This is an optimization exercise on Yosys and OpenROAD, whose aim is small area, a short achievable clock period and few clock cycles, not a production implementation.
At most, simulation tests tie the RTL to the original design; equivalence was not proved.
Power and IR drop assume default switching activity.

## amber
Design nes_bankbus, start of the top module:
module nes_bankbus (
    input             clk,
    input             rst,
    input      [7:0]  cfg_song,
    input      [7:0]  cfg_region,
    input      [15:0] cfg_init_addr,
    input      [15:0] cfg_play_addr,
    input      [15:0] cfg_load_addr,
    input      [15:0] cfg_vec_nmi,
    input      [15:0] cfg_vec_irq,
    input      [63:0] cfg_bank_init,
    input      [20:0] cfg_file_len,
    input             req_valid,
    output reg        req_ready,
    input      [1:0]  req_op,       
    input      [15:0] req_addr,
    input      [7:0]  req_wdata,
    output reg        resp_valid,
    output reg [7:0]  resp_rdata,
    output reg        resp_err,
    output reg        fault,
    output reg        fault_io,
    output reg        apu_valid,
    output     [15:0] apu_addr,
    output     [7:0]  apu_data,
    output reg        mem_en,
    output reg        mem_we,
    output reg [16:0] mem_addr,
    output reg [7:0]  mem_wdata,
    input      [7:0]  mem_rdata,
    output reg        file_en,
    output reg [20:0] file_addr,
    input      [7:0]  file_rdata,
    input             file_bad
);
For scale: ~2,300 cells after synthesis, ~210 flip-flops, roughly 15,000 sq um of cells after synthesis.
Settings: LEC_CHECK=0, ABC_AREA=1, CAP_MARGIN=20, CORE_MARGIN=2, CORE_UTILIZATION=40, PLACE_DENSITY=0.6, SLEW_MARGIN=20; clock period 12.0 ns.
standard.sh (not shown) runs the stock make flow with config.mk's settings and CLKGATE_MAP_FILE= SYNTH_SCRIPT=/design/flow/synth_recipe.tcl, a recipe that flattens the netlist after the stock synthesis.
==> flow/flow/run.sh <==
#!/bin/bash
# Standard ORFS layout, but the input and output port buffers are buf_1 cells
# instead of the default delay buffers, the clock tree uses clkbuf_8 buffers
# in clusters of 14 sinks without dummy loads, and timing repair aims for
# 8.4 ns of setup slack at the design's 12 ns clock. Each tool's output goes
# to a log here.
set -o pipefail
bash standard.sh "BUFFER_PORTS_ARGS=-buffer_cell sky130_fd_sc_hd__buf_1" \
  "CTS_ARGS=-sink_clustering_enable -repair_clock_nets -buf_list sky130_fd_sc_hd__clkbuf_8 -root_buf sky130_fd_sc_hd__clkbuf_8 -dont_use_dummy_load -sink_clustering_size 14 -sink_clustering_max_diameter 70" \
  "SETUP_SLACK_MARGIN=8.4" \
  finish > standard.log 2>&1
## Diff of input files: quartz against amber
--- a/flow/design.v
+++ b/flow/design.v
@@ -354,26 +354,25 @@
                 err <= l_add[12];
             end
             if (cs != 4'd15 && cs != 4'd0) begin
                 if ((val_cs || res_cs) && resp_rdata == mem_wdata) begin
                     fnd <= cs;
                     fres <= res_cs;
                 end
                 if (!val_cs && !res_cs && ffree == 4'd0)
                     ffree <= cs;
                 if (val_cs && !res_cs && fcach == 4'd0)
                     fcach <= cs;
             end
-            if (cs == 4'd14 ||
-                (cs != 4'd15 && cs != 4'd0 && res_cs && resp_rdata == mem_wdata)) begin
+            if (cs == 4'd14) begin
                 mem_en <= 1'b0;
                 nst = 1 << S_DEC;
             end
         end
         if (st[S_DEC]) begin
             resp_rdata <= 8'h00;
             mem_addr[5:0] <= 6'h07;
             if (fnd != 4'd0 && fres) begin
                 cs <= fnd;
                 win[kreg] <= fnd;
                 touch_q <= 1'b1;
                 if (more_init) begin
--- outcome ---
- When the final numbers for quartz and amber were put side by side, the combinational power turned out to be smaller in quartz.
- amber vs quartz, highest routed metal layer: met4 vs met5
- quartz: period utilization is 0.52 points lower than what amber reported.
- The endpoint of the worst setup timing path comes out apu_addr[0] in one run and apu_addr[1] in the other, namely in quartz and amber respectively.
- amber → quartz: non-clock buffer total of the final layout has decreased, power has decreased, post-layout minimum cycle time has decreased.
Testbench counts of quartz, summed over its fixed seeds: cycles 545,789.
The RTL of amber was laid out without a check of its function.


Starting RTL as in the previous note.
export LEC_CHECK = 0
export CAP_MARGIN = 20
export CORE_MARGIN = 2
export CORE_UTILIZATION = 40
export PLACE_DENSITY = 0.6
export SLEW_MARGIN = 20
create_clock -name core_clock -period 12.0 [get_ports {clk}]
Scripts as last shown in full above: flow/flow/run.sh
The starting point passed the timing, design-rule and antenna checks.
==> next run, changes <==
--- a/flow/design.v
+++ b/flow/design.v
@@ -358,18 +358,17 @@
                     fnd <= cs;
                     fres <= res_cs;
                 end
                 if (!val_cs && !res_cs && ffree == 4'd0)
                     ffree <= cs;
                 if (val_cs && !res_cs && fcach == 4'd0)
                     fcach <= cs;
             end
-            if (cs == 4'd14 ||
-                (cs != 4'd15 && cs != 4'd0 && res_cs && resp_rdata == mem_wdata)) begin
+            if (cs == 4'd14) begin
                 mem_en <= 1'b0;
                 nst = 1 << S_DEC;
             end
         end
         if (st[S_DEC]) begin
             resp_rdata <= 8'h00;
             mem_addr[5:0] <= 6'h07;
             if (fnd != 4'd0 && fres) begin
Clock skew is higher by 0.0089 ns.
Worst setup slack degrades by 0.037 ns.
Sequential share of layout area increases by 0.76 points.
First-iteration DRC count came out higher by 4.5%.
Combinational power drops by 13%.
Synthesized area is lower by 1.7%.
Wire length stays flat.
Count of clock-buffer cells in the layout came out higher by 1.
Non-clock buffer count drops by 3.
Sequential power drops by 2.8%.
Hold slack degrades by 0.017 ns.
Via count fell by 1.7%.
Sequential cell count is unchanged.
Testbench counts after the change, summed over its fixed seeds: cycles 545,789.
For the first run of this note, only the layout was checked, not whether the RTL still works.

==> what the ideal ports hide <==
The results above use ideal ports. As a check the final layouts listed here were re-extracted and re-timed, cells and wires unchanged. Step 1, drivers: a clkbuf_16 drives clk and a buf_2 each remaining input, both assumed. Step 2 adds t to the input delays and takes it off the output delays; t is the mean of the earliest and latest rising clock arrival at the registers after step 1. Input paths then give back, and output paths get back, about the clock's delay inside the block. Three values: no drivers, after step 1, after step 2; two values: the first two.
run | shift t [ns] | setup slack, ns | hold slack, ns
amber | 0.647 | 8.288 / 8.230 / 7.895 | 0.457 / 0.457 / 0.457
quartz | 0.589 | 8.351 / 8.296 / 7.951 | 0.445 / 0.445 / 0.445
the first run of note 2 | 0.573 | 8.335 / 8.293 / 7.854 | 0.465 / 0.465 / 0.465
the second run of note 2 | 0.591 | 8.299 / 8.246 / 7.965 | 0.448 / 0.448 / 0.448
After both steps setup and hold are still met in every run listed. For the first run of note 2, which loses most, drivers alone change the setup slack by -0.042 ns; drivers and shift together by -0.481 ns.
